What follows belongs to an exercise in optimizing a design on an open flow for small area, a short achievable clock period and few clock cycles; a production flow would make more cautious choices.
RTL that was checked went through simulation tests only; none was proved equivalent to the original.
Only the layout flow was run in runs 1, 2 and 7; the RTL was not checked for function there.
No activity file was given, so power comes from the tool's default toggle rates.

## flow/config.mk

```make
export PLATFORM = sky130hd
export DESIGN_NAME = spsl_core
export DESIGN_NICKNAME = spsl_core
export VERILOG_FILES = /design/flow/design.v
export SDC_FILE = /design/flow/constraint.sdc
export NUM_CORES = 4
export LEC_CHECK = 0
export CAP_MARGIN = 20
export CORE_MARGIN = 2
export CORE_UTILIZATION = 40
export SETUP_SLACK_MARGIN = 5
export SLEW_MARGIN = 20
```

## flow/constraint.sdc

```tcl
create_clock -name core_clock -period 10.0 [get_ports {clk}]
set_input_delay 2.0000 -clock core_clock [delete_from_list [all_inputs] [get_ports {clk}]]
set_output_delay 2.0000 -clock core_clock [all_outputs]
set_load 0.01 [all_outputs]
```

## flow/design.v

```verilog
module spsl_core (
    input  wire        clk,
    input  wire        rst,           
    input  wire        req_we,        
    input  wire [31:0] req_wdata,
    output wire [31:0] rsp,
    output wire        busy,
    output reg         done,
    output reg         ovr,
    output wire        mem_en,
    output wire        mem_we,
    output reg  [15:0] mem_addr,
    output reg  [7:0]  mem_wdata,
    input  wire        mem_ready,
    input  wire [7:0]  mem_rdata,
    output wire        tmr_arm,
    input  wire        tmr_exp,
    output wire        adc_on,
    output wire        conv_start,
    input  wire        conv_done,
    input  wire [15:0] conv_data,
    output reg  [2:0]  adc_sel,
    output wire [3:0]  amp_en,
    output wire        fe_pwr
);
    localparam [1:0] RC_OK = 2'd0, RC_ILLEGAL = 2'd1,
                     RC_BAD_OPERAND = 2'd2, RC_BAD_RANGE = 2'd3;
    localparam [3:0] S_IDLE  = 4'd0,
                     S_RESP  = 4'd1,     
                     S_CRCS  = 4'd2,     
                     S_CRCR  = 4'd3,     
                     S_CRCH  = 4'd4,     
                     S_CRCL  = 4'd5,     
                     S_FETCH = 4'd6,
                     S_LABEL = 4'd7,
                     S_WARM  = 4'd8,     
                     S_TRIG  = 4'd9,     
                     S_SAMP  = 4'd10,    
                     S_DIV   = 4'd11;
    reg  [3:0]  state;
    reg  [1:0]  rcode;       
    reg  [1:0]  rsp_code;
    reg  [15:0] rsp_val;
    reg  [31:0] acc;         
    reg  [15:0] cnt;         
    reg  [1:0]  fbyte;       
    reg         disp;        
    reg  [4:0]  fetch_n;     
    reg  [7:0]  slot_d0 [0:5];
    reg  [7:0]  slot_d1 [0:5];
    reg  [5:0]  slot_f;      
    reg  [5:0]  slot_l2;     
    integer i;
    wire st_crcw = (state == S_CRCH) || (state == S_CRCL);
    wire st_mem  = (state == S_CRCS) || (state == S_CRCR) || st_crcw ||
                   (state == S_FETCH) || (state == S_LABEL);
    wire st_acq  = (state == S_WARM) || (state == S_TRIG) || (state == S_SAMP);
    assign rsp      = {6'd0, rsp_code, 8'h00, rsp_val};
    assign busy     = (state != S_IDLE);
    assign mem_en   = st_mem;
    assign mem_we   = st_crcw || (state == S_FETCH) || (state == S_LABEL);
    assign tmr_arm  = (state == S_WARM);
    assign adc_on   = (state == S_TRIG) || (state == S_SAMP);
    assign fe_pwr   = st_acq && disp;
    assign amp_en   = adc_on ? (4'd1 << (adc_sel[1:0] - 2'd1)) : 4'd0;
    wire        last     = (cnt == {14'd0, state == S_CRCS, 1'b1});
    wire [15:0] cnt_dec  = cnt - 16'd1;
    wire [15:0] addr_inc = mem_addr + 16'd1;
    wire [7:0]  w_opc = req_wdata[31:24];
    wire [7:0]  w_a   = req_wdata[23:16];
    wire [15:0] w_b   = req_wdata[15:0];
    wire        accept = req_we && !busy;
    wire op_send   = (w_opc == 8'h01);
    wire op_recv   = (w_opc == 8'h02);
    wire op_crc    = op_send || op_recv;
    wire op_disp   = (w_opc == 8'h10);
    wire op_fetch  = (w_opc == 8'h20);
    wire op_rreset = (w_opc == 8'h21);
    wire op_rwrite = (w_opc == 8'h22);
    wire op_label  = (w_opc == 8'h30);
    wire op_tcount = (w_opc == 8'h31);
    wire op_ttype  = (w_opc == 8'h32);
    wire op_tdur   = (w_opc == 8'h33);
    wire op_shutok = (w_opc == 8'h34);
    wire op_readch = (w_opc == 8'h40);
    wire op_known  = op_crc || op_disp || op_fetch || op_rreset || op_rwrite ||
                     op_label || op_tcount || op_ttype || op_tdur || op_shutok ||
                     op_readch;
    wire a_zero  = (w_a == 8'd0);
    wire b_zero  = (w_b == 16'd0);
    wire bh_zero = (w_b[15:8] == 8'd0);
    wire ab_zero = a_zero && b_zero;
    wire a_chan  = (w_a >= 8'd1) && (w_a <= 8'd4);
    wire a_ge3   = (w_a >= 8'd3);
    wire n_nz    = (fetch_n != 5'd0);
    wire rw_bad  = (w_a[7:4] == 4'd1 && w_b[7:0] != 8'd0) || w_a[3:0] > 4'd5 ||
                   w_a[7:4] == 4'd0 || w_a[7:4] > 4'd2;
    wire       b_top     = &w_b[15:8];
    wire [8:0] crc_s     = {1'b0, w_b[7:0]} + {1'b0, w_a};
    wire [8:0] fetch_s   = {1'b0, w_b[7:0]} + {4'd0, fetch_n};
    wire       crc_oor   = b_top && crc_s[8] && (crc_s[7:0] != 8'd0);
    wire       fetch_oor = b_top && fetch_s[8] && (fetch_s[7:0] != 8'd0);
    wire       label_oor = b_top && (&w_b[7:4]) && (w_b[3:0] != 4'd0);
    wire crc_use   = op_crc && a_ge3;
    wire fetch_use = op_fetch && a_zero && n_nz;
    wire acq_go    = (op_disp && bh_zero && a_chan) ||
                     (op_readch && a_chan && !b_zero);
    wire crc_go    = crc_use && !crc_oor;
    wire fetch_go  = fetch_use && !fetch_oor;
    wire label_go  = op_label && !label_oor;
    wire rc_range  = (crc_use && crc_oor) || (fetch_use && fetch_oor) ||
                     (op_label && label_oor);
    wire rc_oper   = (op_disp && !bh_zero) || (op_fetch && !a_zero) ||
                     ((op_rreset || op_tcount || op_shutok) && !ab_zero) ||
                     (op_rwrite && rw_bad) || ((op_ttype || op_tdur) && !b_zero) ||
                     (op_readch && !(a_chan && !b_zero));
    wire rc_ill    = !op_known;
    wire        use_b  = crc_use || fetch_use || op_label ||
                         (op_readch && a_chan && !b_zero);
    wire        rw_ok  = op_rwrite && !rw_bad;
    wire        diag   = op_disp && bh_zero && a_zero;
    wire [15:0] val_pre =
        (use_b || rw_ok) ? w_b :
        diag ? 16'hA55A :
        rc_ill ? {8'd0, w_opc} :
        rc_oper ? 16'd0 :
        op_tcount ? 16'd4 :
        op_shutok ? 16'd1 :
        op_ttype ? (a_chan ? 16'h0001 : 16'hFFFF) : 16'd0;
    wire [3:0] state_acc =
        crc_go   ? (op_send ? S_CRCS : S_CRCR) :
        fetch_go ? S_FETCH :
        label_go ? S_LABEL :
        acq_go   ? S_WARM : S_RESP;
    reg [15:0] crc_next;
    integer k;
    always @* begin
        crc_next = acc[15:0] ^ {mem_rdata, 8'h00};
        for (k = 0; k < 8; k = k + 1)
            crc_next = crc_next[15] ? ({crc_next[14:0], 1'b0} ^ 16'h1021)
                                    : {crc_next[14:0], 1'b0};
    end
    reg [2:0] cur;
    always @* begin
        cur = 3'd0;
        for (i = 5; i >= 0; i = i - 1)
            if (slot_f[i]) cur = i[2:0];
    end
    wire cur_l2   = slot_l2[cur];
    wire rec_last = fbyte[1] && (fbyte[0] || !cur_l2);    
    wire only_cur = (slot_f == (6'd1 << cur));
    reg [127:0] lstr;
    always @* begin
        case (acc[2:0])
            3'd0:    lstr = "SPSL DIAGNOSTIC ";
            3'd1:    lstr = "LIGHT CHANNEL 1 ";
            3'd2:    lstr = "LIGHT CHANNEL 2 ";
            3'd3:    lstr = "LIGHT CHANNEL 3 ";
            3'd4:    lstr = "LIGHT CHANNEL 4 ";
            default: lstr = "CANNOT COMPUTE!!";
        endcase
    end
    wire [7:0] label_byte = lstr[8*cnt_dec[3:0] +: 8];
    always @* begin
        if (state == S_LABEL)
            mem_wdata = label_byte;
        else if (state == S_FETCH)
            case (fbyte)
                2'd0:    mem_wdata = {5'd0, cur};
                2'd1:    mem_wdata = {6'd0, cur_l2, !cur_l2};
                2'd2:    mem_wdata = slot_d0[cur];
                default: mem_wdata = slot_d1[cur];
            endcase
        else if (state == S_CRCH)
            mem_wdata = acc[15:8];
        else
            mem_wdata = acc[7:0];
    end
    wire [31:0] sum       = acc + {16'd0, conv_data};
    wire        samp_done = (state == S_SAMP) && conv_done;
    assign conv_start = (state == S_TRIG) || (samp_done && !last);
    wire [16:0] dv_sub = acc[31:15] - {1'b0, mem_addr};
    wire        dv_ge  = !dv_sub[16];
    wire [31:0] dv_nxt = dv_ge ? {dv_sub[15:0], acc[14:0], 1'b1}
                               : {acc[30:0], 1'b0};
    wire       resp    = (state == S_RESP);
    wire       wr_disp = samp_done && last && disp;
    wire       wr_resp = resp && fbyte[0];
    wire [2:0] s_idx   = resp ? cnt[2:0] : adc_sel;
    wire [7:0] s_wd0   = resp ? mem_addr[15:8] : sum[18:11];
    wire [7:0] s_wd1   = resp ? mem_addr[7:0] : sum[10:3];
    wire       s_wl2   = !resp || cnt[3];
    wire       s_wr    = wr_disp || wr_resp;
    wire [5:0] s_we    = s_wr ? (6'd1 << s_idx) : 6'd0;
    wire [4:0] n_wr = fetch_n + {4'd0, s_wl2} +
                      (slot_f[s_idx] ? (slot_l2[s_idx] ? 5'd31 : 5'd0) : 5'd3);
    wire       n_clr = (resp && fbyte[1]) ||
                       (state == S_FETCH && mem_ready && rec_last && only_cur);
    always @(posedge clk) begin
        if (rst) begin
            state    <= S_IDLE;
            rsp_code <= RC_OK;
            rsp_val  <= 16'd0;
            done     <= 1'b0;
            ovr      <= 1'b0;
            adc_sel  <= 3'd0;
            slot_f   <= 6'd0;
            fetch_n  <= 5'd0;
        end else begin
            if (req_we && busy)
                ovr <= 1'b1;
            if (accept) begin
                done     <= 1'b0;
                state    <= state_acc;
                rcode    <= {rc_oper || rc_range, rc_ill || rc_range};
                mem_addr <= val_pre;
                fbyte    <= {op_rreset && ab_zero, rw_ok || diag};
                disp     <= op_disp;
                if (acq_go)
                    adc_sel <= w_a[2:0];
                cnt <= op_crc    ? {8'd0, w_a} :
                       op_label  ? 16'd16 :
                       op_readch ? w_b :
                       op_disp   ? 16'd8 :
                       {12'd0, w_a[5], w_a[2:0]};
                acc <= op_crc   ? 32'h0000FFFF :
                       op_label ? {29'd0, (w_a > 8'd4) ? 3'd5 : w_a[2:0]} : 32'd0;
            end
            case (state)
            S_RESP: begin
                if (fbyte[1])
                    slot_f <= 6'd0;      
                rsp_code <= rcode;
                rsp_val  <= fbyte[0] ? 16'd0 : mem_addr;
                done     <= 1'b1;
                state    <= S_IDLE;
            end
            S_CRCS, S_CRCR: begin
                if (mem_ready) begin
                    acc[15:0] <= crc_next;
                    mem_addr  <= addr_inc;
                    cnt       <= cnt_dec;
                    if (last) begin
                        if (state == S_CRCS)
                            state <= S_CRCH;
                        else begin
                            rsp_code <= RC_OK;
                            rsp_val  <= {15'd0, crc_next == 16'd0};
                            done     <= 1'b1;
                            state    <= S_IDLE;
                        end
                    end
                end
            end
            S_CRCH: begin
                if (mem_ready) begin
                    mem_addr <= addr_inc;
                    state    <= S_CRCL;
                end
            end
            S_CRCL: begin
                if (mem_ready) begin
                    rsp_code <= RC_OK;
                    rsp_val  <= 16'd1;
                    done     <= 1'b1;
                    state    <= S_IDLE;
                end
            end
            S_FETCH: begin
                if (mem_ready) begin
                    mem_addr <= addr_inc;
                    fbyte    <= fbyte + 2'd1;
                    if (rec_last) begin
                        slot_f[cur] <= 1'b0;
                        fbyte       <= 2'd0;
                        if (only_cur) begin
                            rsp_code <= RC_OK;
                            rsp_val  <= {11'd0, fetch_n};
                            done     <= 1'b1;
                            state    <= S_IDLE;
                        end
                    end
                end
            end
            S_LABEL: begin
                if (mem_ready) begin
                    mem_addr <= addr_inc;
                    cnt      <= cnt_dec;
                    if (last) begin
                        rsp_code <= RC_OK;
                        rsp_val  <= 16'd16;
                        done     <= 1'b1;
                        state    <= S_IDLE;
                    end
                end
            end
            S_WARM: begin
                if (tmr_exp)
                    state <= S_TRIG;
            end
            S_TRIG:
                state <= S_SAMP;
            S_SAMP: begin
                if (conv_done) begin
                    acc <= sum;
                    cnt <= cnt_dec;
                    if (last) begin
                        cnt <= 16'd16;
                        if (disp) begin
                            rsp_code <= RC_OK;
                            rsp_val  <= 16'd1;
                            done     <= 1'b1;
                            state    <= S_IDLE;
                        end else
                            state <= S_DIV;
                    end
                end
            end
            S_DIV: begin
                acc <= dv_nxt;
                cnt <= cnt_dec;
                if (last) begin
                    rsp_code <= RC_OK;
                    rsp_val  <= dv_nxt[15:0];
                    done     <= 1'b1;
                    state    <= S_IDLE;
                end
            end
            default: ;
            endcase
            for (i = 0; i < 6; i = i + 1)
                if (s_we[i]) begin
                    slot_f[i]  <= 1'b1;
                    slot_l2[i] <= s_wl2;
                end
            if (s_wr)
                fetch_n <= n_wr;
            else if (n_clr)
                fetch_n <= 5'd0;
        end
        for (i = 0; i < 6; i = i + 1)
            if (s_we[i] && !rst) begin
                slot_d0[i] <= s_wd0;
                slot_d1[i] <= s_wd1;
            end
    end
endmodule
```

## flow/run.sh

```bash
#!/bin/bash
# synth_recipe.tcl (not shown) runs the flow's synth.tcl, then flattens the netlist and writes it again
# the make line also repeats each setting of config.mk as NAME=value (left out here)
make -C /OpenROAD-flow-scripts/flow DESIGN_CONFIG=/design/flow/config.mk WORK_HOME=/design/flow/orfs CLKGATE_MAP_FILE= SYNTH_SCRIPT=/design/flow/synth_recipe.tcl finish
```

==> results_dict.tcl, run 1 <==
set metrics [dict create \
    status "complete, no violations" \
    yosysTopAreaCell "edfxtp_1" \
    cts_tree "built" \
    numCtsBuffers 25 \
    nets 1982 \
    drt_iter0_drc 1932 \
    grt.overflow.total 0 \
    rows 72 \
    final_common_cell "nand2_1" \
    ys_types 104 \
    portBuffers 119 \
    ys_async_sr_fraction 0 \
    cts-root-buf "clkbuf_16" \
    dieWidth_um 201 \
    hold_buffers 0 \
    die_height_um 201 \
    hold_class "flop to flop" \
    antenna_cells 0 \
    synth.top_cell.area_share 0.330 \
    fin_tns_setup_ps 0 \
    setup_viol 0 \
    rsz0062_at_grt "yes" \
    drt-total-wl_mm 57.5 \
    crit_path_start_kind "flop" \
    cp_max_fo 6 \
    yosysWarnings 3 \
    avgSynthCellArea_um2 9.10 \
    power_density_mw_per_mm2 142 \
    gp_congestion 0.945 \
    dieArea_mm2 0.0405 \
    wl_per_cell_um 24.1 \
    cp.arrival_ps 3190 \
    worstMarginPinSlew_ps 1140 \
    synth_edf_count 171 \
    ys.flop_type "edfxtp_1" \
    clock_latency_ps 550 \
    cpPeakStageDelay_ps 580 \
    finalCritPeriodShare 0.519 \
    dr_total_vias 15000 \
    start_util 0.404 \
    vias_per_cell 6.31 \
    track_usage 0.274 \
    grt_pass1_wl_mm 86.6 \
    htreeDepth 1 \
    syn_to_final_growth_pct 22.2 \
    skew_ps 19.1 \
    fmax_mhz 193 \
    grt_pass1_vias 14300 \
    required_ps 8000 \
    io-pin-count 134 \
    ant_nets 0 \
    synth_seq_area_share 0.379 \
    grt_start_max_net_pins 72 \
    drv_slew 0 \
    critPathKind "flop to output port" \
    slowest_stage "or4_4" \
    core_mm2 0.0385 \
    drc_errors 0 \
    crit_path_end_kind "output port" \
    finalCriticalPeriod_ps 5190 \
    cts.path.max_buffers 3 \
    cts.clk_slew.worst_paths_ps 70 \
    cts.sinks 209 \
    irDropWorstVdd_mv 0.101 \
    drtPass1Iterations 6 \
    cp_cell_sequence "or4_4 -> nor2_8 -> inv_6 -> ha_4 -> nand2b_4 -> buf_4 -> o211ai_1 -> a21oi_1 -> nor3_2 -> o22ai_2 -> buf_2" \
    syn_inst 1709 \
    grt_antenna_before_repair 0 \
    final_cell_mix "nand2_1, edfxtp_1, a21oi_1" \
    total_leakage_power_nw 6.85 \
    dp_hpwl_mm 40.2 \
    finalHoldViolCount 0 \
    maxCapViolCount 0 \
    ys_ff_latch 209 \
    synthTopCellsByArea "edfxtp_1, ha_1, dfxtp_1" \
    drive_gt1_frac 0.149 \
    slew_headroom 0.237 \
    syn_area_mm2 0.0155 \
    final_core_util 0.494 \
]
-- sequential cells by signal, indices dropped and copies added, names as in the netlist, 3 cells and up --
name,count
slot_d0,48
cnt,16
fetch_n,5
slot_l2,6
rsp_val,16
mem_addr,16
adc_sel,3
slot_d1,48
state,4
acc,32
slot_f,6
-- power breakdown --
part	switching, W	leakage (nW)	total (W)	internal (W)
clock network	0.000387	0.399	0.000920	0.000534
registers	0.0000666	1.92	0.00108	0.00102
logic	0.000423	4.53	0.000701	0.000278
-- through the flow --
stage,power [W],cells,setup WS [ps],instance area (um^2),hold WS [ps]
after global placement,0.00174,2267,3710,17100,456
after global routing,0.00282,2385,4750,19000,516
after floorplan,0.00152,1722,5150,15600,489
after detailed placement,0.00175,2267,3480,17100,461
final,0.00270,2385,4810,19000,483
after CTS,0.00269,2371,4860,18800,482
-- worst paths after layout --
check / from / end / slack (ps) / cells past startpoint
worst min-delay path: rsp_code[0]$_SDFFE_PP0P_ / rsp_code[0]$_SDFFE_PP0P_ / 480 / 2
worst max-delay path: slot_f[1]$_SDFFE_PP0P_ / mem_wdata[2] / 4810 / 11
worst max register to register: state[3]$_SDFF_PP0_ / fetch_n[4]$_SDFFE_PP0P_ / 5280 / 15
worst min register to register: rsp_code[0]$_SDFFE_PP0P_ / rsp_code[0]$_SDFFE_PP0P_ / 480 / 2
-- cells in the mapped netlist, types with 9 or more instances --
cell      instances
and3_1           21
dfxtp_1          38
a221o_1           9
nand2_1         178
a221oi_1         23
o21ai_0         130
and2_1           11
nor2_1          123
a211oi_1         12
or3_1            10
a31oi_1          20
nand4_1          17
buf_2            17
o22ai_1          29
nand2b_1         17
nor3_1           38
a21oi_1         131
o211ai_1         26
ha_1             66
xor2_1           30
nor4_1           18
a211oi_2         15
mux2i_1          24
clkbuf_1         67
a22oi_1          55
o31ai_1          15
nand3_1          51
a21o_1           27
nor2b_1          17
edfxtp_1        171
buf_4            19
o221ai_1          9
xnor2_1          56
inv_1            53
a22o_1            9
-- repair_timing --
| action | in CTS | in global routing |
|---|---|---|
| pin swaps | 30 | 15 |
| buffers inserted | 54 | 14 |
| hold endpoints to repair | 0 | 0 |
| endpoints found under the setup margin | 30 | 47 |
| resized for setup | 133 | 33 |
| gates cloned | 4 | 0 |
-- critical path: cells and delay by family (launching register included) --
family	cells	cell delay, ps
AND/OR/NAND/NOR	4	1260
AO/OA/AOI/OAI	3	430
buffers and inverters	3	370
flip-flops	1	350
adder cells (fa/ha/maj)	1	240
-- kinds of logic after synthesis --
kind of cell               count (synthesis)  share of synthesized area
buffers and inverters                    168                     0.0496
DFF                                      209                      0.379
xor gates and xnor gates                  86                     0.0485
AOI/OAI and AO/OA                        587                      0.259
muxes                                     30                     0.0220
adders and majority gates                 72                     0.0609
and+or+nand+nor                          556                      0.181
other                                      1                   0.000241
-- layout make-up --
cell class	count	area, um^2
multi-input cells	1347	9380
fillers	3557	19500
clock buffers	36	728
flip-flops and latches	209	5920
repair buffers	208	1990
clock inverters	10	91.3
inverters	57	230
well taps	518	648
-- layer usage --
metal  global-route usage  wire length (um)  vias to the layer above
met5                    0                 0                        -
met2                0.436             25900                      849
met3               0.0402              5320                      159
li1                     -                 -                     6803
met4                0.105              2370                        0
met1                0.376             23900                     7233
==> run 2: changes to the inputs <==
--- a/flow/config.mk
+++ b/flow/config.mk
@@ -8,5 +8,4 @@
 export CAP_MARGIN = 20
 export CORE_MARGIN = 2
 export CORE_UTILIZATION = 40
-export SETUP_SLACK_MARGIN = 5
 export SLEW_MARGIN = 20
==> run 2 against run 1 <==
Routed wire length shrank 4.7%. Still clean. Area after synthesis unchanged. Register-to-register slack worse by 550 ps. Setup slack got worse by 1500 ps.
==> results_dict.tcl, run 2 <==
set metrics [dict create \
    crit_path_frequent_cell "nor3_1" \
    fmax_mhz 149 \
    cts_tree "built" \
    drv_slew 0 \
    total_leakage_power_nw 6.32 \
    r2r-end "fetch_n[4]$_SDFFE_PP0P_" \
    required_ps 8000 \
    rows 72 \
    slowest_stage "nand2b_1" \
    cts.sinks 209 \
    drt_iter0_drc 1643 \
    cts.path.max_buffers 3 \
    regArea_mm2 0.00590 \
    multi_input_area_mm2 0.00896 \
    syn_to_final_growth_pct 15.0 \
    status "complete, no violations" \
    grt_pass1_wl_mm 83.5 \
    finalCritPeriodShare 0.673 \
    syn_area_mm2 0.0155 \
    syn_inst 1709 \
    postCtsSetupBuffers 0 \
    synth_seq_area_share 0.379 \
    vias_per_cell 6.27 \
    antenna_cells 0 \
    die_height_um 201 \
    cts-root-buf "clkbuf_16" \
    synthTopCellsByArea "edfxtp_1, ha_1, dfxtp_1" \
    finalCriticalPeriod_ps 6730 \
    grt_antenna_before_repair 0 \
    numCtsBuffers 25 \
    hold_class "flop to flop" \
    irDropWorstVdd_mv 0.101 \
    cp_max_fo 22 \
    grt.overflow.total 0 \
    htreeDepth 1 \
    rsz0062_at_grt "no" \
    cpPeakStageDelay_ps 570 \
    yosysTopAreaCell "edfxtp_1" \
    r2r_setup_slack_ps 4730 \
    clock_latency_ps 550 \
    hold_buffers 0 \
    cp_top_family "simple AND/OR/NAND/NOR gates" \
    ys_ff_latch 209 \
    slew_headroom 0.235 \
    hp-start "rsp_code[0]$_SDFFE_PP0P_" \
    avgSynthCellArea_um2 9.10 \
    ys.flop_type "edfxtp_1" \
    setup_viol 0 \
    portBuffers 119 \
    fin_tns_setup_ps 0 \
    grt_start_max_net_pins 72 \
    grt_pass1_vias 13800 \
    synth.most_common_cell "nand2_1" \
    maxCapViolCount 0 \
    final_cell_mix "nand2_1, edfxtp_1, a21oi_1" \
    cp.arrival_ps 4730 \
    start_util 0.404 \
    cp_cell_sequence "nor2_1 -> nor3_1 -> inv_1 -> ha_1 -> o21ai_1 -> nand2b_1 -> o211ai_1 -> a21oi_1 -> nor3_1 -> o22ai_1 -> clkdlybuf4s50_1" \
    crit_path_start_kind "flop" \
    crit_path_end_kind "output port" \
    final_common_cell "nand2_1" \
    synth_edf_count 171 \
    dp_hpwl_mm 40.2 \
    hold_depth 2 \
    drtPass1Iterations 6 \
    skew_ps 27.0 \
    drt-total-wl_mm 54.8 \
    track_usage 0.264 \
    yosysWarnings 3 \
    dieWidth_um 201 \
    reg.largest.list "slot_d0: 48 flops, slot_d1: 48 flops, acc: 32 flops" \
    core_mm2 0.0385 \
    io-pin-count 134 \
    fillerInstances 3695 \
    rr_startpoint "state[0]$_SDFF_PP0_" \
    drive_gt1_frac 0.0752 \
    worstMarginPinSlew_ps 1140 \
    min_to "rsp_code[0]$_SDFFE_PP0P_" \
    drc_errors 0 \
    power_density_mw_per_mm2 149 \
    total_power_w 0.00266 \
    synthTopCellsByCount "nand2_1, edfxtp_1, a21oi_1" \
    ctsResizeCount 0 \
    dieArea_mm2 0.0405 \
    ys_types 104 \
    gp_congestion 0.945 \
    cp_num_buf_inv 2 \
    r2r_cells 14 \
    critical_path_depth 11 \
    ys_async_sr_fraction 0 \
    dr_total_vias 14500 \
    crit_path_start "slot_f[2]$_SDFFE_PP0P_" \
    ant_nets 0 \
    wl_per_cell_um 23.7 \
    nets 1911 \
    critPathKind "flop to output port" \
    cts.clk_slew.worst_paths_ps 60 \
    finalHoldViolCount 0 \
    synth.top_cell.area_share 0.330 \
]
## run 2: cell counts after synthesis
No cell type changed its count.
## run 2: worst max path at each step
stage                                    endpoint  slack, ps
after global routing                 mem_wdata[2]       2990
after floorplan           slot_d0[4][0]$_DFFE_PP_       5150
after global placement               mem_wdata[2]       3710
final                                mem_wdata[2]       3270
after CTS                            mem_wdata[2]       2900
after detailed placement             mem_wdata[2]       3480
## run 2: power by group
group          total, W  switching [W]  internal [W]  leakage (nW)
combinational  0.000657       0.000399      0.000258          4.01
clock          0.000916       0.000383      0.000534         0.399
sequential      0.00109      0.0000724       0.00102          1.92
## run 2: worst min-delay path: stages (launching register included)
cell      delay (ps)
dfxtp_1          310
nand2b_1          70
a21oi_1           50
## run 2: logic make-up after synthesis
| kind of cell | Yosys count | synth area share |
|---|---|---|
| fa+ha+maj | 72 | 0.0609 |
| compound gates | 587 | 0.259 |
| simple gates | 556 | 0.181 |
| flops | 209 | 0.379 |
| buf+inv | 168 | 0.0496 |
| mux | 30 | 0.0220 |
| other cells | 1 | 0.000241 |
| xor+xnor | 86 | 0.0485 |
## run 2: layout make-up
| class | count | area share |
|---|---|---|
| multi-input cells | 1345 | 0.501 |
| repair buffers | 139 | 0.0747 |
| well taps | 518 | 0.0362 |
| inverters | 57 | 0.0121 |
| clock buffers | 36 | 0.0407 |
| clock inverters | 10 | 0.00511 |
| flip-flops and latches | 209 | 0.330 |
## run 2: metrics by stage
stage                util  hold WS [ps]  instances  instance area, um^2  worst slack (ps)
global placement    0.443           456       2267                17100              3710
CTS                 0.465           482       2313                17900              2900
detailed placement  0.443           461       2267                17100              3480
global route        0.465           516       2314                17900              2990
floorplan               -           489       1722                15600              5150
finish              0.465           483       2314                17900              3270
## run 2: layer usage
metal	GRT usage	share of wire	routed length [um]	up-vias
met5	0	0	0	-
met4	0.0950	0.037	2040	0
met3	0.0410	0.085	4660	127
met2	0.419	0.45	24700	753
met1	0.365	0.43	23400	6968
li1	-	-	-	6656
==> run 3: changes to the inputs <==
--- a/flow/design.v
+++ b/flow/design.v
@@ -63,7 +63,7 @@
     assign adc_on   = (state == S_TRIG) || (state == S_SAMP);
     assign fe_pwr   = st_acq && disp;
     assign amp_en   = adc_on ? (4'd1 << (adc_sel[1:0] - 2'd1)) : 4'd0;
-    wire        last     = (cnt == {14'd0, state == S_CRCS, 1'b1});
+    wire        last     = (cnt == 16'd0);
     wire [15:0] cnt_dec  = cnt - 16'd1;
     wire [15:0] addr_inc = mem_addr + 16'd1;
     wire [7:0]  w_opc = req_wdata[31:24];
@@ -160,7 +160,7 @@
             default: lstr = "CANNOT COMPUTE!!";
         endcase
     end
-    wire [7:0] label_byte = lstr[8*cnt_dec[3:0] +: 8];
+    wire [7:0] label_byte = lstr[8*cnt[3:0] +: 8];
     always @* begin
         if (state == S_LABEL)
             mem_wdata = label_byte;
@@ -218,10 +218,10 @@
                 disp     <= op_disp;
                 if (acq_go)
                     adc_sel <= w_a[2:0];
-                cnt <= op_crc    ? {8'd0, w_a} :
-                       op_label  ? 16'd16 :
-                       op_readch ? w_b :
-                       op_disp   ? 16'd8 :
+                cnt <= op_crc    ? {8'd0, w_a - (op_send ? 8'd3 : 8'd1)} :
+                       op_label  ? 16'd15 :
+                       op_readch ? w_b - 16'd1 :
+                       op_disp   ? (diag ? 16'd8 : 16'd7) :
                        {12'd0, w_a[5], w_a[2:0]};
                 acc <= op_crc   ? 32'h0000FFFF :
                        op_label ? {29'd0, (w_a > 8'd4) ? 3'd5 : w_a[2:0]} : 32'd0;
@@ -305,7 +305,7 @@
                     acc <= sum;
                     cnt <= cnt_dec;
                     if (last) begin
-                        cnt <= 16'd16;
+                        cnt <= 16'd15;
                         if (disp) begin
                             rsp_code <= RC_OK;
                             rsp_val  <= 16'd1;
==> run 3 against run 2 <==
Sequential power is 23% higher. Register-to-register slack better by 910 ps. Global-route usage is 0.17 points higher. Still clean on timing, DRC and antenna. Critical path depth stayed put. Die area is 2.5% higher. Largest power group is now combinational cells. Final area is 2.8% higher. First-iteration DRC count is 17% higher. Largest cell class unchanged. Clock skew is 11 ps lower. Synthesized cell count is 4.3% higher. Sequential cell count stayed put.
==> results_dict.tcl, run 3 <==
set metrics [dict create \
    grt_pass1_wl_mm 85.7 \
    htreeDepth 1 \
    cts_tree "built" \
    drv_slew 0 \
    rr_startpoint "state[0]$_SDFF_PP0_" \
    gp_congestion 0.924 \
    finalCriticalPeriod_ps 6620 \
    dr_total_vias 15100 \
    grt_pass1_vias 14200 \
    hold_ws_ps 460 \
    crit_path_end_kind "output port" \
    gr-max-usage-layer "met2" \
    synth_seq_area_share 0.370 \
    synthTopCellsByArea "edfxtp_1, ha_1, dfxtp_1" \
    rows 73 \
    grt_start_max_net_pins 62 \
    cts.clk_slew.worst_paths_ps 70 \
    final_common_cell "edfxtp_1" \
    grt_antenna_before_repair 1 \
    grt.overflow.total 0 \
    crit_path_start_kind "flop" \
    dp_hpwl_mm 40.5 \
    die_height_um 204 \
    drt_iter0_drc 1921 \
    synth.top_cell.area_share 0.322 \
    avgSynthCellArea_um2 8.95 \
    ys_types 107 \
    use_met1 0.381 \
    final_cell_mix "edfxtp_1, nand2_1, o21ai_0" \
    antenna_cells 0 \
    track_usage 0.266 \
    cp.arrival_ps 4620 \
    ctsResizeCount 0 \
    gr-usage-met3 0.0385 \
    drt-total-wl_mm 55.9 \
    wl_per_cell_um 23.3 \
    worstMarginPinSlew_ps 1090 \
    drc_errors 0 \
    io-pin-count 134 \
    rsz0062_at_grt "no" \
    finalHoldViolCount 0 \
    hold_class "flop to flop" \
    synth.most_common_cell "edfxtp_1" \
    numCtsBuffers 24 \
    cts-root-buf "clkbuf_16" \
    reg.largest.list "slot_d0: 48 flops, slot_d1: 48 flops, acc: 32 flops" \
    vias_per_cell 6.31 \
    yosysTopAreaCell "edfxtp_1" \
    power_density_mw_per_mm2 211 \
    drtPass1Iterations 6 \
    synth_edf_count 171 \
    postCtsSetupBuffers 0 \
    synthTopCellsByCount "edfxtp_1, nand2_1, o21ai_0" \
    portBuffers 119 \
    start_util 0.403 \
    fmax_mhz 151 \
    yosysWarnings 3 \
    critPathKind "flop to output port" \
    cp_max_fo 19 \
    hold_buffers 0 \
    grtUsageMet2 0.412 \
    ys_ff_latch 209 \
    min_to "rsp_val[2]$_SDFFE_PP0P_" \
    irDropWorstVdd_mv 0.119 \
    cts.sinks 209 \
    finalCritPeriodShare 0.662 \
    fin_tns_setup_ps 0 \
    slew_headroom 0.266 \
    syn_area_mm2 0.0159 \
    total_leakage_power_nw 6.42 \
    dieWidth_um 204 \
    hold_depth 2 \
    r2r-end "fetch_n[4]$_SDFFE_PP0P_" \
    ys_async_sr_fraction 0 \
    cts.path.max_buffers 3 \
    r2r_setup_slack_ps 5640 \
    hp-start "rsp_val[2]$_SDFFE_PP0P_" \
    final_core_util 0.465 \
    r2r_cells 13 \
    setup_viol 0 \
    drive_gt1_frac 0.0743 \
    dieArea_mm2 0.0415 \
    required_ps 8000 \
    status "complete, no violations" \
    ant_nets 0 \
    ys.flop_type "edfxtp_1" \
    nets 1989 \
    core_mm2 0.0395 \
    skew_ps 16.0 \
    syn_to_final_growth_pct 15.3 \
    clock_latency_ps 540 \
    maxCapViolCount 0 \
    syn_inst 1782 \
]
[run 3: cell count changes after synthesis, sizes merged, moves of 10 or more]
cell,delta
nand4,+14
a31oi,+17
nor3,+19
o21ai,+16
a21boi,+10
mux2i,-10
a22oi,-23
[run 3: area by class of cell]
cell class | instances | area [um^2]
clock inverters | 14 | 184
well taps | 525 | 657
fillers | 3788 | 21200
inverters | 66 | 250
repair buffers | 145 | 1390
clock buffers | 30 | 664
multi-input cells | 1406 | 9340
flip-flops and latches | 209 | 5900
[run 3: kinds of logic (layout without fill, tap and decap cells)]
kind of cell / after synthesis / in the layout / synth area share
other cells: 1 / 14 / 0.000235
mux: 26 / 26 / 0.0172
fa+ha+maj: 75 / 75 / 0.0622
simple gates: 585 / 585 / 0.186
xor+xnor: 88 / 88 / 0.0483
flops: 209 / 209 / 0.370
buf+inv: 180 / 255 / 0.0487
compound gates: 618 / 618 / 0.268
[run 3: power by group]
group / switching (W) / internal, W / leakage (nW)
combinational: 0.000959 / 0.000625 / 4.10
clock: 0.000382 / 0.000577 / 0.409
sequential: 0.000194 / 0.00115 / 1.91
[run 3: per-layer routing]
metal | wire length [um] | share of wire
met1 | 24500 | 0.44
met2 | 25000 | 0.45
met3 | 4700 | 0.084
met4 | 1660 | 0.030
met5 | 16 | 0.00029
[run 3: critical path, stage by stage (launching register included)]
cell and delay [ps]:
dfxtp_1 610, nor2_2 130, a211oi_4 480, ha_1 450
a21boi_0 220, buf_4 240, nor2_1 70, buf_4 200
a221o_1 330, a211oi_1 480, o21ai_0 300, clkdlybuf4s50_1 550
[run 3: metrics by stage]
| step | instances | cell area, um^2 | total power (W) | setup WS [ps] |
|---|---|---|---|---|
| 4_1_cts | 2393 | 18400 | 0.00386 | 3390 |
| 3_5_place_dp | 2349 | 17500 | 0.00289 | 3850 |
| 6_report | 2395 | 18400 | 0.00388 | 3380 |
| 3_3_place_gp | 2349 | 17500 | 0.00288 | 3870 |
| 2_1_floorplan | 1795 | 16000 | 0.00232 | 5150 |
| 5_1_grt | 2395 | 18400 | 0.00409 | 3040 |
[run 3: worst max-delay path by stage]
stage | start | slack, ps | cells past startpoint | to
after global placement | conv_done | 3870 | 5 | conv_start
after CTS | slot_f[1]$_SDFFE_PP0P_ | 3390 | 11 | mem_wdata[6]
after floorplan | slot_f[1]$_SDFFE_PP0P_ | 5150 | 13 | mem_wdata[1]
after detailed placement | conv_done | 3850 | 5 | conv_start
after global routing | slot_f[1]$_SDFFE_PP0P_ | 3040 | 11 | mem_wdata[6]
final | slot_f[1]$_SDFFE_PP0P_ | 3380 | 11 | mem_wdata[6]
Testbench counts of run 3, summed over its fixed seeds: cycles 26,948.
==> run 4: changes to the inputs <==
--- a/flow/design.v
+++ b/flow/design.v
@@ -63,7 +63,7 @@
     assign adc_on   = (state == S_TRIG) || (state == S_SAMP);
     assign fe_pwr   = st_acq && disp;
     assign amp_en   = adc_on ? (4'd1 << (adc_sel[1:0] - 2'd1)) : 4'd0;
-    wire        last     = (cnt == 16'd0);
+    wire        last     = (cnt == {14'd0, state == S_CRCS, 1'b1});
     wire [15:0] cnt_dec  = cnt - 16'd1;
     wire [15:0] addr_inc = mem_addr + 16'd1;
     wire [7:0]  w_opc = req_wdata[31:24];
@@ -149,6 +149,15 @@
     wire cur_l2   = slot_l2[cur];
     wire rec_last = fbyte[1] && (fbyte[0] || !cur_l2);    
     wire only_cur = (slot_f == (6'd1 << cur));
+    reg [2:0] cur2;
+    always @* begin
+        cur2 = 3'd0;
+        for (i = 5; i >= 0; i = i - 1)
+            if (slot_f[i] && i[2:0] != cur) cur2 = i[2:0];
+    end
+    wire [7:0] fetch_nxt = rec_last       ? {5'd0, cur2} :
+                           (fbyte == 2'd0) ? {6'd0, cur_l2, !cur_l2} :
+                           (fbyte == 2'd1) ? slot_d0[cur] : slot_d1[cur];
     reg [127:0] lstr;
     always @* begin
         case (acc[2:0])
@@ -160,22 +169,9 @@
             default: lstr = "CANNOT COMPUTE!!";
         endcase
     end
-    wire [7:0] label_byte = lstr[8*cnt[3:0] +: 8];
-    always @* begin
-        if (state == S_LABEL)
-            mem_wdata = label_byte;
-        else if (state == S_FETCH)
-            case (fbyte)
-                2'd0:    mem_wdata = {5'd0, cur};
-                2'd1:    mem_wdata = {6'd0, cur_l2, !cur_l2};
-                2'd2:    mem_wdata = slot_d0[cur];
-                default: mem_wdata = slot_d1[cur];
-            endcase
-        else if (state == S_CRCH)
-            mem_wdata = acc[15:8];
-        else
-            mem_wdata = acc[7:0];
-    end
+    wire [3:0] lidx       = cnt[3:0] - 4'd2;
+    wire [7:0] label_byte = lstr[8*lidx +: 8];
+    wire [7:0] label_b0   = a_zero ? "S" : (w_a <= 8'd4) ? "L" : "C";
     wire [31:0] sum       = acc + {16'd0, conv_data};
     wire        samp_done = (state == S_SAMP) && conv_done;
     assign conv_start = (state == S_TRIG) || (samp_done && !last);
@@ -218,10 +214,11 @@
                 disp     <= op_disp;
                 if (acq_go)
                     adc_sel <= w_a[2:0];
-                cnt <= op_crc    ? {8'd0, w_a - (op_send ? 8'd3 : 8'd1)} :
-                       op_label  ? 16'd15 :
-                       op_readch ? w_b - 16'd1 :
-                       op_disp   ? (diag ? 16'd8 : 16'd7) :
+                mem_wdata <= op_fetch ? {5'd0, cur} : label_b0;
+                cnt <= op_crc    ? {8'd0, w_a} :
+                       op_label  ? 16'd16 :
+                       op_readch ? w_b :
+                       op_disp   ? 16'd8 :
                        {12'd0, w_a[5], w_a[2:0]};
                 acc <= op_crc   ? 32'h0000FFFF :
                        op_label ? {29'd0, (w_a > 8'd4) ? 3'd5 : w_a[2:0]} : 32'd0;
@@ -241,8 +238,10 @@
                     mem_addr  <= addr_inc;
                     cnt       <= cnt_dec;
                     if (last) begin
-                        if (state == S_CRCS)
-                            state <= S_CRCH;
+                        if (state == S_CRCS) begin
+                            mem_wdata <= crc_next[15:8];
+                            state     <= S_CRCH;
+                        end
                         else begin
                             rsp_code <= RC_OK;
                             rsp_val  <= {15'd0, crc_next == 16'd0};
@@ -254,8 +253,9 @@
             end
             S_CRCH: begin
                 if (mem_ready) begin
-                    mem_addr <= addr_inc;
-                    state    <= S_CRCL;
+                    mem_addr  <= addr_inc;
+                    mem_wdata <= acc[7:0];
+                    state     <= S_CRCL;
                 end
             end
             S_CRCL: begin
@@ -268,8 +268,9 @@
             end
             S_FETCH: begin
                 if (mem_ready) begin
-                    mem_addr <= addr_inc;
-                    fbyte    <= fbyte + 2'd1;
+                    mem_addr  <= addr_inc;
+                    mem_wdata <= fetch_nxt;
+                    fbyte     <= fbyte + 2'd1;
                     if (rec_last) begin
                         slot_f[cur] <= 1'b0;
                         fbyte       <= 2'd0;
@@ -284,8 +285,9 @@
             end
             S_LABEL: begin
                 if (mem_ready) begin
-                    mem_addr <= addr_inc;
-                    cnt      <= cnt_dec;
+                    mem_addr  <= addr_inc;
+                    mem_wdata <= label_byte;
+                    cnt       <= cnt_dec;
                     if (last) begin
                         rsp_code <= RC_OK;
                         rsp_val  <= 16'd16;
@@ -305,7 +307,7 @@
                     acc <= sum;
                     cnt <= cnt_dec;
                     if (last) begin
-                        cnt <= 16'd15;
+                        cnt <= 16'd16;
                         if (disp) begin
                             rsp_code <= RC_OK;
                             rsp_val  <= 16'd1;
@@ -339,7 +341,7 @@
                 fetch_n <= 5'd0;
         end
         for (i = 0; i < 6; i = i + 1)
-            if (s_we[i] && !rst) begin
+            if (s_we[i]) begin
                 slot_d0[i] <= s_wd0;
                 slot_d1[i] <= s_wd1;
             end
--- a/flow/config.mk
+++ b/flow/config.mk
@@ -5,7 +5,9 @@
 export SDC_FILE = /design/flow/constraint.sdc
 export NUM_CORES = 4
 export LEC_CHECK = 0
+export ABC_AREA = 1
 export CAP_MARGIN = 20
 export CORE_MARGIN = 2
 export CORE_UTILIZATION = 40
+export SETUP_SLACK_MARGIN = 5
 export SLEW_MARGIN = 20
==> run 4 against run 3 <==
Synthesized cell count grew 18%. Final area is 1.1% higher. Largest cell class unchanged. Clock skew up 6.9 ps. Highest routed layer is now met4. Combinational power down 17%. First-iteration DRC count decreased by 26%. Routed wire length rose by 3.5%. Fmax increased by 31%. Area after synthesis up 0.36%.
==> results_dict.tcl, run 4 <==
set metrics [dict create \
    status "complete, no violations" \
    r2r-end "fetch_n[4]$_SDFFE_PP0P_" \
    cp_max_fo 13 \
    skew_ps 22.9 \
    multi_input_area_mm2 0.00862 \
    postCtsSetupBuffers 0 \
    cts.clk_slew.worst_paths_ps 50 \
    final_common_cell "nand2_1" \
    rows 73 \
    required_ps 8000 \
    ant_nets 0 \
    slowest_stage "dlygate4sd2_1" \
    fin_ws_ps 4960 \
    cts_tree "built" \
    drv_slew 0 \
    drt-total-wl_mm 57.8 \
    synth.most_common_cell "nand2_1" \
    cp_top_family "buffers and inverters" \
    worstMarginPinSlew_ps 1070 \
    ys_ff_latch 217 \
    power_density_mw_per_mm2 194 \
    grt_pass1_vias 15100 \
    cp.arrival_ps 3040 \
    dieArea_mm2 0.0416 \
    cts-root-buf "clkbuf_16" \
    hold_buffers 0 \
    nets 2343 \
    grt_antenna_before_repair 0 \
    critPathKind "primary input to output port" \
    finalCriticalPeriod_ps 5040 \
    ys_async_sr_fraction 0 \
    drt_iter0_drc 1429 \
    rr_startpoint "state[3]$_SDFF_PP0_" \
    numCtsBuffers 27 \
    track_usage 0.274 \
    crit_path_start_kind "primary input" \
    synthTopCellsByArea "edfxtp_1, nand2_1, inv_1" \
    avgSynthCellArea_um2 7.60 \
    ys_types 68 \
    drive_gt1_frac 0.0503 \
    drtPass1Iterations 5 \
    rsz0062_at_grt "yes" \
    total_leakage_power_nw 7.48 \
    antenna_cells 0 \
    dp_hpwl_mm 43.1 \
    grt.overflow.total 0 \
    pre_cts_slack_ps 3770 \
    final_cell_mix "nand2_1, inv_1, nor2_1" \
    hold_ws_ps 481 \
    grt_start_max_net_pins 76 \
    cts.path.max_buffers 3 \
    dieWidth_um 204 \
    reg.largest.list "slot_d0: 48 flops, slot_d1: 48 flops, acc: 32 flops" \
    drc_errors 0 \
    synthTopCellsByCount "nand2_1, inv_1, nor2_1" \
    die_height_um 204 \
    fmax_mhz 198 \
    clock_latency_ps 580 \
    htreeDepth 1 \
    fillerInstances 3950 \
    yosysWarnings 3 \
    slew_headroom 0.281 \
    min_to "ovr$_SDFFE_PP0P_" \
    maxCapViolCount 0 \
    cp_num_buf_inv 4 \
    hold_class "flop to flop" \
    io-pin-count 134 \
    syn_area_mm2 0.0160 \
    r2r_setup_slack_ps 5450 \
    cp_cell_sequence "buf_6 -> inv_2 -> nor2_4 -> buf_6 -> nand2_1 -> nand2_1 -> dlygate4sd2_1" \
    syn_inst 2105 \
    synth_seq_area_share 0.383 \
    regArea_mm2 0.00614 \
    irDropWorstVdd_mv 0.138 \
    start_util 0.404 \
    wl_per_cell_um 21.0 \
    portBuffers 119 \
    crit_path_end_kind "output port" \
    fin_tns_setup_ps 0 \
    core_mm2 0.0396 \
    grt_pass1_wl_mm 87.8 \
    synth_edf_count 179 \
    setup_viol 0 \
    cts.sinks 217 \
    hold_depth 2 \
    r2r_cells 20 \
    synth.top_cell.area_share 0.336 \
    hp-start "ovr$_SDFFE_PP0P_" \
    cpPeakStageDelay_ps 290 \
    yosysTopAreaCell "edfxtp_1" \
    finalHoldViolCount 0 \
    finalCritPeriodShare 0.504 \
    dr_total_vias 15700 \
    gp_congestion 0.960 \
    final_core_util 0.469 \
    ys.flop_type "edfxtp_1" \
    syn_to_final_growth_pct 16.1 \
    vias_per_cell 5.70 \
]
run 4: kinds of logic (layout without fill, tap and decap cells):
logic type               after synthesis  count (layout)  share of synthesized area
flip-flops                           217             217                      0.383
buffers and inverters                333             442                     0.0851
AO/OA/AOI/OAI                        500             500                      0.184
adder cells (fa/ha/maj)               75              75                     0.0615
XOR/XNOR                              72              72                     0.0394
AND/OR/NAND/NOR                      906             906                      0.246
other                                  1              14                   0.000234
multiplexers                           1               1                   0.000626
run 4: through the flow:
stage	instance area (um^2)	instances	power (W)
detailed placement	17700	2700	0.00258
CTS	18600	2751	0.00358
finish	18600	2752	0.00360
floorplan	16000	2118	0.00211
global placement	17700	2700	0.00256
global route	18600	2752	0.00378
run 4: worst max path at each step:
| stage | startpoint | to | slack (ps) | cells after the start |
|---|---|---|---|---|
| finish | conv_done | conv_start | 4960 | 7 |
| global placement | conv_done | conv_start | 3820 | 7 |
| floorplan | conv_done | conv_start | 5350 | 5 |
| detailed placement | conv_done | conv_start | 3770 | 7 |
| global route | state[2]$_SDFF_PP0_ | conv_start | 4900 | 10 |
| CTS | conv_done | conv_start | 4840 | 7 |
run 4: final cells by class:
cell class / count / area share
multi-input cells: 1568 / 0.464
flip-flops and latches: 217 / 0.330
repair buffers: 131 / 0.0694
inverters: 261 / 0.0532
clock buffers: 39 / 0.0399
well taps: 525 / 0.0354
clock inverters: 11 / 0.00781
run 4: power by group:
group          switching [W]  leakage (nW)  total [W]  internal, W
clock               0.000414         0.430    0.00101     0.000593
sequential          0.000115          2.00    0.00128      0.00117
combinational       0.000874          5.05    0.00131     0.000438
total                0.00140          7.48    0.00360      0.00220
run 4: worst min-delay path, cell delays in order, from the launching register on:
cell	delay (ps)
dfxtp_1	330
a21oi_1	40
nor2_1	70
run 4: layer usage:
metal / GRT usage / part of all wire / up-vias
met5: 0 / 0 / -
met4: 0.0854 / 0.034 / 0
met3: 0.0410 / 0.074 / 117
met2: 0.457 / 0.47 / 651
met1: 0.367 / 0.43 / 7418
li1: - / - / 7493
run 4: repair_timing:
item                       CTS  global route
setup endpoints to repair   13             7
gates resized for setup     12             4
hold endpoints to repair     0             0
cloned                       1             0
Testbench counts of run 4, summed over its fixed seeds: cycles 26,948.
==> run 5: changes to the inputs <==
--- a/flow/config.mk
+++ b/flow/config.mk
@@ -5,7 +5,6 @@
 export SDC_FILE = /design/flow/constraint.sdc
 export NUM_CORES = 4
 export LEC_CHECK = 0
-export ABC_AREA = 1
 export CAP_MARGIN = 20
 export CORE_MARGIN = 2
 export CORE_UTILIZATION = 40
==> run 5 against run 4 <==
Still clean. Area after synthesis grew 1.5%. Clock power fell by 8%. Worst hold slack worse by 16 ps. Highest routed layer unchanged.
==> results_dict.tcl, run 5 <==
set metrics [dict create \
    status "complete, no violations" \
    reg.largest.list "slot_d0: 48 flops, slot_d1: 48 flops, acc: 32 flops" \
    dieWidth_um 206 \
    ys_ff_latch 217 \
    maxCapViolCount 0 \
    finalHoldViolCount 0 \
    crit_path_end_kind "flop" \
    synth.most_common_cell "nand2_1" \
    dr_total_vias 15400 \
    cts.clk_slew.worst_paths_ps 60 \
    rsz0062_at_grt "no" \
    finalCritPeriodShare 0.491 \
    rr_startpoint "state[3]$_SDFF_PP0_" \
    crit_path_start_kind "primary input" \
    cts-root-buf "clkbuf_16" \
    irDropWorstVdd_mv 0.104 \
    synth_seq_area_share 0.378 \
    grt_antenna_before_repair 0 \
    syn_area_mm2 0.0162 \
    gp_congestion 0.935 \
    final_common_cell "nand2_1" \
    grt_pass1_wl_mm 88.6 \
    die_height_um 206 \
    grt_start_max_net_pins 63 \
    slew_headroom 0.228 \
    start_util 0.407 \
    ant_nets 0 \
    grt.overflow.total 0 \
    synth_edf_count 179 \
    r2r_cells 14 \
    power_density_mw_per_mm2 182 \
    yosysTopAreaCell "edfxtp_1" \
    finalCriticalPeriod_ps 4910 \
    synthTopCellsByCount "nand2_1, edfxtp_1, a21oi_1" \
    drc_errors 0 \
    syn_to_final_growth_pct 15.1 \
    drt-total-wl_mm 58.3 \
    final_cell_mix "nand2_1, edfxtp_1, a21oi_1" \
    avgSynthCellArea_um2 8.88 \
    hold_class "flop to flop" \
    synthTopCellsByArea "edfxtp_1, ha_1, a21oi_1" \
    required_ps 10290 \
    nets 2040 \
    critPathKind "primary input to flop" \
    drive_gt1_frac 0.0781 \
    htreeDepth 1 \
    r2r_setup_slack_ps 5430 \
    vias_per_cell 6.31 \
    ys.flop_type "edfxtp_1" \
    core_mm2 0.0399 \
    fmax_mhz 204 \
    drv_slew 0 \
    cts_tree "built" \
    dp_hpwl_mm 42.1 \
    drtPass1Iterations 7 \
    portBuffers 119 \
    numCtsBuffers 25 \
    hold_ws_ps 464 \
    fin_tns_setup_ps 0 \
    worstMarginPinSlew_ps 1160 \
    io-pin-count 134 \
    cts.sinks 217 \
    antenna_cells 0 \
    syn_inst 1830 \
    dieArea_mm2 0.0422 \
    crit_path_start "conv_data[1]" \
    yosysWarnings 3 \
    rows 73 \
    grt_pass1_vias 14600 \
    ys_async_sr_fraction 0 \
    hold_depth 2 \
    wl_per_cell_um 23.9 \
    cp.arrival_ps 5200 \
    drt_iter0_drc 1867 \
    cts.path.max_buffers 3 \
    endpoint "slot_d0[3][6]$_DFFE_PP_" \
    synth.top_cell.area_share 0.331 \
    cp_max_fo 15 \
    r2r-end "fetch_n[4]$_SDFFE_PP0P_" \
    skew_ps 16.4 \
    ys_types 104 \
    setup_viol 0 \
    track_usage 0.272 \
    clock_latency_ps 570 \
    total_leakage_power_nw 6.86 \
]
run 5: changes by cell type in the layout (fill, tap and decap cells not counted), moves of 23 or more:
cell	previous run	this run
nand3_1	148	50
inv_1	240	65
mux2i_1	1	28
buf_4	9	35
nand2_1	429	203
nor2_1	193	122
nor2b_1	0	23
nand4_1	40	16
and3_1	1	26
o21ai_0	154	119
run 5: logic make-up (layout without fill, tap and decap cells):
kind of cell / count (synthesis) / after routing / synth area share
flip-flops: 217 / 217 / 0.378
buffers and inverters: 189 / 267 / 0.0512
multiplexers: 33 / 33 / 0.0214
XOR/XNOR: 78 / 78 / 0.0420
adder cells (fa/ha/maj): 75 / 75 / 0.0605
AO/OA/AOI/OAI: 601 / 601 / 0.249
other: 1 / 14 / 0.000231
AND/OR/NAND/NOR: 636 / 636 / 0.198
run 5: layout make-up:
cell class	instances	area (um^2)
Fill cell	3900	21200
Multi-Input combinational cell	1437	9380
Sequential cell	217	6140
Timing Repair Buffer	154	1470
Clock buffer	33	697
Tap cell	525	657
Inverter	68	258
Clock inverter	12	116
run 5: what timing repair did:
item                       4_1_cts  5_1_grt
resized for setup                9        5
pin swaps                        0        1
setup endpoints to repair       10        9
hold buffers                     0        0
buffers inserted                 3        8
run 5: how the worst min path moves through the flow:
stage                             from                      end  slack (ps)
2_1_floorplan  rsp_val[1]$_SDFFE_PP0P_  rsp_val[1]$_SDFFE_PP0P_         480
3_3_place_gp   rsp_val[1]$_SDFFE_PP0P_  rsp_val[1]$_SDFFE_PP0P_         450
4_1_cts        rsp_val[1]$_SDFFE_PP0P_  rsp_val[1]$_SDFFE_PP0P_         470
3_5_place_dp   rsp_val[1]$_SDFFE_PP0P_  rsp_val[1]$_SDFFE_PP0P_         450
5_1_grt        rsp_val[3]$_SDFFE_PP0P_  rsp_val[3]$_SDFFE_PP0P_         490
6_report       rsp_val[1]$_SDFFE_PP0P_  rsp_val[1]$_SDFFE_PP0P_         460
run 5: worst max-delay path, cell delays in order:
cell and delay (ps):
clkdlybuf4s50_1 520, ha_1 350, a211oi_1 350, o21ai_1 140, a31o_2 300, a31o_2 280
a311o_1 510, nand2_1 200, xor2_1 80, o21ai_1 450
run 5: report_power, final:
group | internal (W) | switching (W) | total, W
sequential | 0.00113 | 0.000123 | 0.00125
clock | 0.000522 | 0.000410 | 0.000932
combinational | 0.000471 | 0.000744 | 0.00122
total | 0.00212 | 0.00128 | 0.00340
run 5: layer usage:
layer,GRT usage,up-vias,routed length (um)
li1,-,7058,-
met1,0.378,7420,24800
met2,0.438,840,26600
met3,0.0364,125,5140
met4,0.0881,0,1840
met5,0,-,0
run 5: stage by stage:
stage / util / std cells / power [W] / setup WS, ps / area (um^2)
after floorplan: - / 1843 / 0.00203 / 5410 / 16300
after global placement: 0.445 / 2389 / 0.00241 / 4200 / 17800
after detailed placement: 0.445 / 2389 / 0.00243 / 4230 / 17800
after CTS: 0.466 / 2437 / 0.00337 / 4870 / 18600
after global routing: 0.469 / 2446 / 0.00355 / 5020 / 18700
final: 0.469 / 2446 / 0.00340 / 5090 / 18700
==> run 6: changes to the inputs <==
--- a/flow/config.mk
+++ b/flow/config.mk
@@ -8,5 +8,7 @@
 export CAP_MARGIN = 20
 export CORE_MARGIN = 2
 export CORE_UTILIZATION = 40
+export CTS_BUF_LIST = sky130_fd_sc_hd__clkbuf_8
+export CTS_CLUSTER_SIZE = 40
 export SETUP_SLACK_MARGIN = 5
 export SLEW_MARGIN = 20
==> run 6 against run 5 <==
Highest routed layer unchanged. Cell count increased by 1.1%. Clock skew increased by 20 ps. Setup slack improved by 68 ps. First-iteration DRC count decreased by 8.2%. Critical path depth unchanged. Largest cell class unchanged. Clock power decreased by 2%. Still clean on timing, DRC and antenna.
==> results_dict.tcl, run 6 <==
set metrics [dict create \
    status "complete, no violations" \
    fin_tns_setup_ps 0 \
    drive_gt1_frac 0.0873 \
    crit_path_end_kind "flop" \
    critPathKind "primary input to flop" \
    ys_types 104 \
    final_core_util 0.469 \
    top_layer_used "met4" \
    cts_tree "built" \
    cts.sinks 217 \
    rsz0062_at_grt "no" \
    final_cell_mix "nand2_1, edfxtp_1, a21oi_1" \
    cts.path.max_buffers 3 \
    fmax_mhz 206 \
    grt_pass1_vias 14800 \
    cts.clk_slew.worst_paths_ps 60 \
    hold_class "flop to flop" \
    power_density_mw_per_mm2 181 \
    grt_pass1_wl_mm 88.7 \
    crit_path_start_kind "primary input" \
    syn_inst 1830 \
    worstMarginPinSlew_ps 1120 \
    start_util 0.407 \
    skew_ps 36.7 \
    synth.most_common_cell "nand2_1" \
    drt-total-wl_mm 58.7 \
    drc_errors 0 \
    dieWidth_um 206 \
    synthTopCellsByCount "nand2_1, edfxtp_1, a21oi_1" \
    synthMuxAreaShare 0.0214 \
    irDropWorstVdd_mv 0.105 \
    wl_met3_mm 5.14 \
    die_height_um 206 \
    grt_start_max_net_pins 63 \
    avgSynthCellArea_um2 8.88 \
    finalCriticalPeriod_ps 4840 \
    rows 73 \
    dr_total_vias 15500 \
    yosysTopAreaCell "edfxtp_1" \
    synth_top_family_by_area "compound AO/OA/AOI/OAI gates" \
    dieArea_mm2 0.0422 \
    yosysWarnings 3 \
    portBuffers 119 \
    reg.largest.list "slot_d0: 48 flops, slot_d1: 48 flops, acc: 32 flops" \
    ys_async_sr_fraction 0 \
    synth_edf_count 179 \
    synthTopCellsByArea "edfxtp_1, ha_1, a21oi_1" \
    grt_antenna_before_repair 1 \
    final_common_cell "nand2_1" \
    ys.flop_type "edfxtp_1" \
    vias_per_cell 6.28 \
    slew_headroom 0.250 \
    cts-root-buf "clkbuf_8" \
    maxCapViolCount 0 \
    ys_ff_latch 217 \
    fillerInstances 3902 \
    synth_seq_area_share 0.378 \
    io-pin-count 134 \
    core_mm2 0.0399 \
    dp_hpwl_mm 42.1 \
    gp_congestion 0.935 \
    clock_latency_ps 600 \
    wl_met1_mm 24.9 \
    hold_buffers 0 \
    nets 2055 \
    htreeDepth 2 \
    total_leakage_power_nw 6.93 \
    finalCritPeriodShare 0.484 \
    synth.top_cell.area_share 0.331 \
    ant_nets 0 \
    numCtsBuffers 41 \
    wl_per_cell_um 23.7 \
    required_ps 10300 \
    synth-xor-area-share 0.0420 \
    track_usage 0.274 \
    drv_slew 0 \
    synth-simple-area-share 0.198 \
    synth-compound-area-share 0.249 \
    syn_to_final_growth_pct 15.2 \
    drt_iter0_drc 1714 \
    grt.overflow.total 0 \
    finalHoldViolCount 0 \
    wl_met2_mm 26.9 \
    cp.arrival_ps 5150 \
    setup_viol 0 \
    drtPass1Iterations 6 \
    cp_max_fo 15 \
    synth_fa_ha_area_frac 0.0605 \
    syn_area_mm2 0.0162 \
]
[run 6: cell count changes in the layout (fill, tap and decap cells not counted), moves of 2 or more]
cell | before | now
bufinv_16 | 1 | 3
clkbuf_1 | 5 | 0
clkbuf_16 | 26 | 0
clkbuf_8 | 2 | 45
clkinv_1 | 1 | 4
clkinv_2 | 5 | 11
clkinv_4 | 2 | 0
clkinvlp_4 | 2 | 0
inv_1 | 65 | 75
[run 6: final timing paths]
check / startpoint / end / slack, ps / depth (start not counted)
max: conv_data[1] / slot_d0[3][6]$_DFFE_PP_ / 5160 / 10
min: rsp_val[1]$_SDFFE_PP0P_ / rsp_val[1]$_SDFFE_PP0P_ / 470 / 2
max reg2reg: state[3]$_SDFF_PP0_ / fetch_n[4]$_SDFFE_PP0P_ / 5540 / 15
min reg2reg: rsp_val[1]$_SDFFE_PP0P_ / rsp_val[1]$_SDFFE_PP0P_ / 470 / 2
[run 6: cell families after synthesis]
kind of cell | after synthesis
AND/OR/NAND/NOR | 636
AO/OA/AOI/OAI | 601
flip-flops | 217
buffers and inverters | 189
XOR/XNOR | 78
adder cells (fa/ha/maj) | 75
multiplexers | 33
other | 1
[run 6: metrics by stage]
step | hold slack (ps) | setup slack [ps] | area (um^2) | std cells | power (W)
floorplan | 481 | 5410 | 16300 | 1843 | 0.00203
CTS | 466 | 4850 | 18600 | 2465 | 0.00335
finish | 466 | 5160 | 18700 | 2474 | 0.00338
global route | 493 | 5050 | 18700 | 2473 | 0.00353
global placement | 447 | 4200 | 17800 | 2389 | 0.00241
detailed placement | 454 | 4230 | 17800 | 2389 | 0.00243
[run 6: report_power, final]
group          internal [W]  switching [W]
clock              0.000495       0.000418
combinational      0.000471       0.000748
sequential          0.00113       0.000123
total               0.00209        0.00129
[run 6: routing by layer]
metal | vias to the layer above | global-route usage
li1 | 7091 | -
met1 | 7496 | 0.376
met2 | 850 | 0.436
met3 | 111 | 0.0481
met4 | 0 | 0.0925
met5 | - | 0
[run 6: timing repair]
action | 4_1_cts | 5_1_grt
gates resized for setup | 9 | 6
endpoints found under the setup margin | 10 | 9
pin swaps | 0 | 1
setup buffers | 3 | 7
[run 6: cell type report]
type	count	area (um^2)	area share
Antenna cell	1	2.50	0.000134
Sequential cell	217	6140	0.328
Clock buffer	45	619	0.0331
Inverter	68	258	0.0138
Timing Repair Buffer	153	1460	0.0781
Tap cell	525	657	0.0351
Multi-Input combinational cell	1437	9380	0.501
Clock inverter	28	208	0.0111
[run 6: critical path, stage by stage]
cell and delay (ps):
clkdlybuf4s50_1 510, ha_1 350, a211oi_1 340, o21ai_1 130, a31o_2 300, a31o_2 280, a311o_1 510, nand2_1 200
xor2_1 80, o21ai_1 430
==> run 7: changes to the inputs <==
--- a/flow/design.v
+++ b/flow/design.v
@@ -172,12 +172,14 @@
     wire [3:0] lidx       = cnt[3:0] - 4'd2;
     wire [7:0] label_byte = lstr[8*lidx +: 8];
     wire [7:0] label_b0   = a_zero ? "S" : (w_a <= 8'd4) ? "L" : "C";
-    wire [31:0] sum       = acc + {16'd0, conv_data};
+    wire        st_div    = (state == S_DIV);
+    wire [31:0] add_b     = st_div ? {1'b1, ~mem_addr, 15'h7FFF}
+                                   : {16'd0, conv_data};
+    wire [31:0] sum       = acc + add_b + {31'd0, st_div};
     wire        samp_done = (state == S_SAMP) && conv_done;
     assign conv_start = (state == S_TRIG) || (samp_done && !last);
-    wire [16:0] dv_sub = acc[31:15] - {1'b0, mem_addr};
-    wire        dv_ge  = !dv_sub[16];
-    wire [31:0] dv_nxt = dv_ge ? {dv_sub[15:0], acc[14:0], 1'b1}
+    wire        dv_ge  = !sum[31];
+    wire [31:0] dv_nxt = dv_ge ? {sum[30:15], acc[14:0], 1'b1}
                                : {acc[30:0], 1'b0};
     wire       resp    = (state == S_RESP);
     wire       wr_disp = samp_done && last && disp;
--- a/flow/config.mk
+++ b/flow/config.mk
@@ -8,7 +8,5 @@
 export CAP_MARGIN = 20
 export CORE_MARGIN = 2
 export CORE_UTILIZATION = 40
-export CTS_BUF_LIST = sky130_fd_sc_hd__clkbuf_8
-export CTS_CLUSTER_SIZE = 40
 export SETUP_SLACK_MARGIN = 5
 export SLEW_MARGIN = 20
==> run 7 against run 6 <==
Total power down 19%. Highest routed layer is now met5. Via count down 2.8%. Fmax down 6.0%. Cell count down 2.0%. Count of clock-buffer cells in the layout down 10. Routed wire length down 3.1%. Combinational power down 48%. Die area down 2.5%. Worst hold slack better by 7.7 ps. Sequential power down 8%. Clock power up 5.0%. Register-to-register slack worse by 180 ps.
==> results_dict.tcl, run 7 <==
set metrics [dict create \
    status "complete, no violations" \
    synthTopCellsByArea "edfxtp_1, ha_1, nand2_1" \
    cts.path.max_buffers 3 \
    grt_pass1_vias 14000 \
    synth_seq_area_share 0.387 \
    synth.most_common_cell "nand2_1" \
    syn_inst 1812 \
    ys_types 91 \
    drt-total-wl_mm 56.9 \
    hold_buffers 0 \
    track_usage 0.268 \
    placed_cells 2369 \
    cts.clk_slew.worst_paths_ps 60 \
    numCtsBuffers 26 \
    cp_max_fo 9 \
    irDropWorstVdd_mv 0.126 \
    rows 72 \
    yosysWarnings 3 \
    total_leakage_power_nw 6.74 \
    antenna_cells 0 \
    ys_ff_latch 217 \
    drt_iter0_drc 1752 \
    die_height_um 203 \
    avgSynthCellArea_um2 8.74 \
    ant_nets 0 \
    fmax_mhz 194 \
    portBuffers 119 \
    rsz0062_at_grt "yes" \
    finalCriticalPeriod_ps 5150 \
    dieArea_mm2 0.0412 \
    power_density_mw_per_mm2 149 \
    io-pin-count 134 \
    ys.flop_type "edfxtp_1" \
    grt_pass1_wl_mm 85.8 \
    maxCapViolCount 0 \
    nets 2022 \
    dr_total_vias 15100 \
    syn_to_final_growth_pct 16.5 \
    synth.top_cell.area_share 0.339 \
    setup_viol 0 \
    htreeDepth 1 \
    fin_cells 2424 \
    vias_per_cell 6.24 \
    dp_hpwl_mm 41.3 \
    grt_antenna_before_repair 1 \
    start_util 0.408 \
    finalHoldViolCount 0 \
    synth_edf_count 179 \
    final_common_cell "nand2_1" \
    hold_class "flop to flop" \
    skew_ps 23.3 \
    fin_tns_setup_ps 0 \
    drc_errors 0 \
    grt_start_max_net_pins 46 \
    slew_headroom 0.282 \
    drive_gt1_frac 0.0693 \
    critPathKind "primary input to output port" \
    core_mm2 0.0388 \
    gp_congestion 0.958 \
    yosysTopAreaCell "edfxtp_1" \
    cp.arrival_ps 3150 \
    cts.sinks 217 \
    crit_path_start_kind "primary input" \
    grt.overflow.total 0 \
    crit_path_end_kind "output port" \
    ys_async_sr_fraction 0 \
    synthTopCellsByCount "nand2_1, nor2_1, edfxtp_1" \
    clock_latency_ps 570 \
    worstMarginPinSlew_ps 1070 \
    cts-root-buf "clkbuf_16" \
    fillerInstances 3747 \
]
run 7: power breakdown:
group          switching, W  internal [W]  leakage [nW]
clock network      0.000400      0.000559         0.414
logic              0.000401      0.000239          4.33
registers         0.0000820       0.00107          1.99
run 7: critical path, stage by stage:
cell	delay, ps
buf_2	200
nand3_4	110
nor2_4	160
a21o_1	140
clkdlybuf4s50_1	540
run 7: logic make-up after synthesis:
group / Yosys count / synth area share
XOR/XNOR: 78 / 0.0431
buffers and inverters: 174 / 0.0480
adder cells (fa/ha/maj): 74 / 0.0613
AO/OA/AOI/OAI: 595 / 0.249
multiplexers: 25 / 0.0176
other: 1 / 0.000237
flip-flops: 217 / 0.387
AND/OR/NAND/NOR: 648 / 0.194
run 7: final cells by class:
class	instances	area, um^2	area share
clock inverter	13	126	0.00685
sequential	217	6140	0.333
inverter	54	204	0.0111
multi-input combinational	1434	9170	0.497
tap	518	648	0.0351
timing repair buffer	153	1440	0.0780
clock buffer	35	724	0.0393
run 7: per-layer routing:
layer | GRT usage | part of all wire
met3 | 0.0451 | 0.082
met1 | 0.377 | 0.43
met2 | 0.423 | 0.46
met4 | 0.0821 | 0.031
met5 | 0 | 0.00023
run 7: metrics by stage:
stage | util | instance area, um^2 | hold slack (ps) | worst slack [ps] | total power (W)
6_report | 0.475 | 18400 | 474 | 4850 | 0.00275
5_1_grt | 0.475 | 18400 | 496 | 4790 | 0.00285
4_1_cts | 0.472 | 18300 | 475 | 4720 | 0.00273
3_5_place_dp | 0.448 | 17400 | 463 | 3760 | 0.00178
3_3_place_gp | 0.448 | 17400 | 460 | 3920 | 0.00177
2_1_floorplan | - | 15900 | 486 | 5180 | 0.00153
run 7: timing repair:
action                                  in CTS  in global routing
buffers inserted                             3                  4
resized for setup                           14                 22
pin swaps                                    1                  7
endpoints found under the setup margin      26                 57
run 7: final timing paths:
kind	start	end	slack (ps)	cells past startpoint
setup / recovery	conv_done	conv_start	4850	5
hold / removal	rsp_code[1]$_SDFFE_PP0P_	rsp_code[1]$_SDFFE_PP0P_	470	2
setup reg to reg	slot_f[3]$_SDFFE_PP0P_	rsp_val[5]$_SDFFE_PP0P_	5360	13
hold reg to reg	rsp_code[1]$_SDFFE_PP0P_	rsp_code[1]$_SDFFE_PP0P_	470	2

Setup slack of run 7, layout unchanged: 4.848 ns with ideal ports, 4.788 ns with driving cells assumed (clock clkbuf_16, inputs buf_2), 4.548 ns with port delays also shifted by the 0.610 ns mid clock arrival.
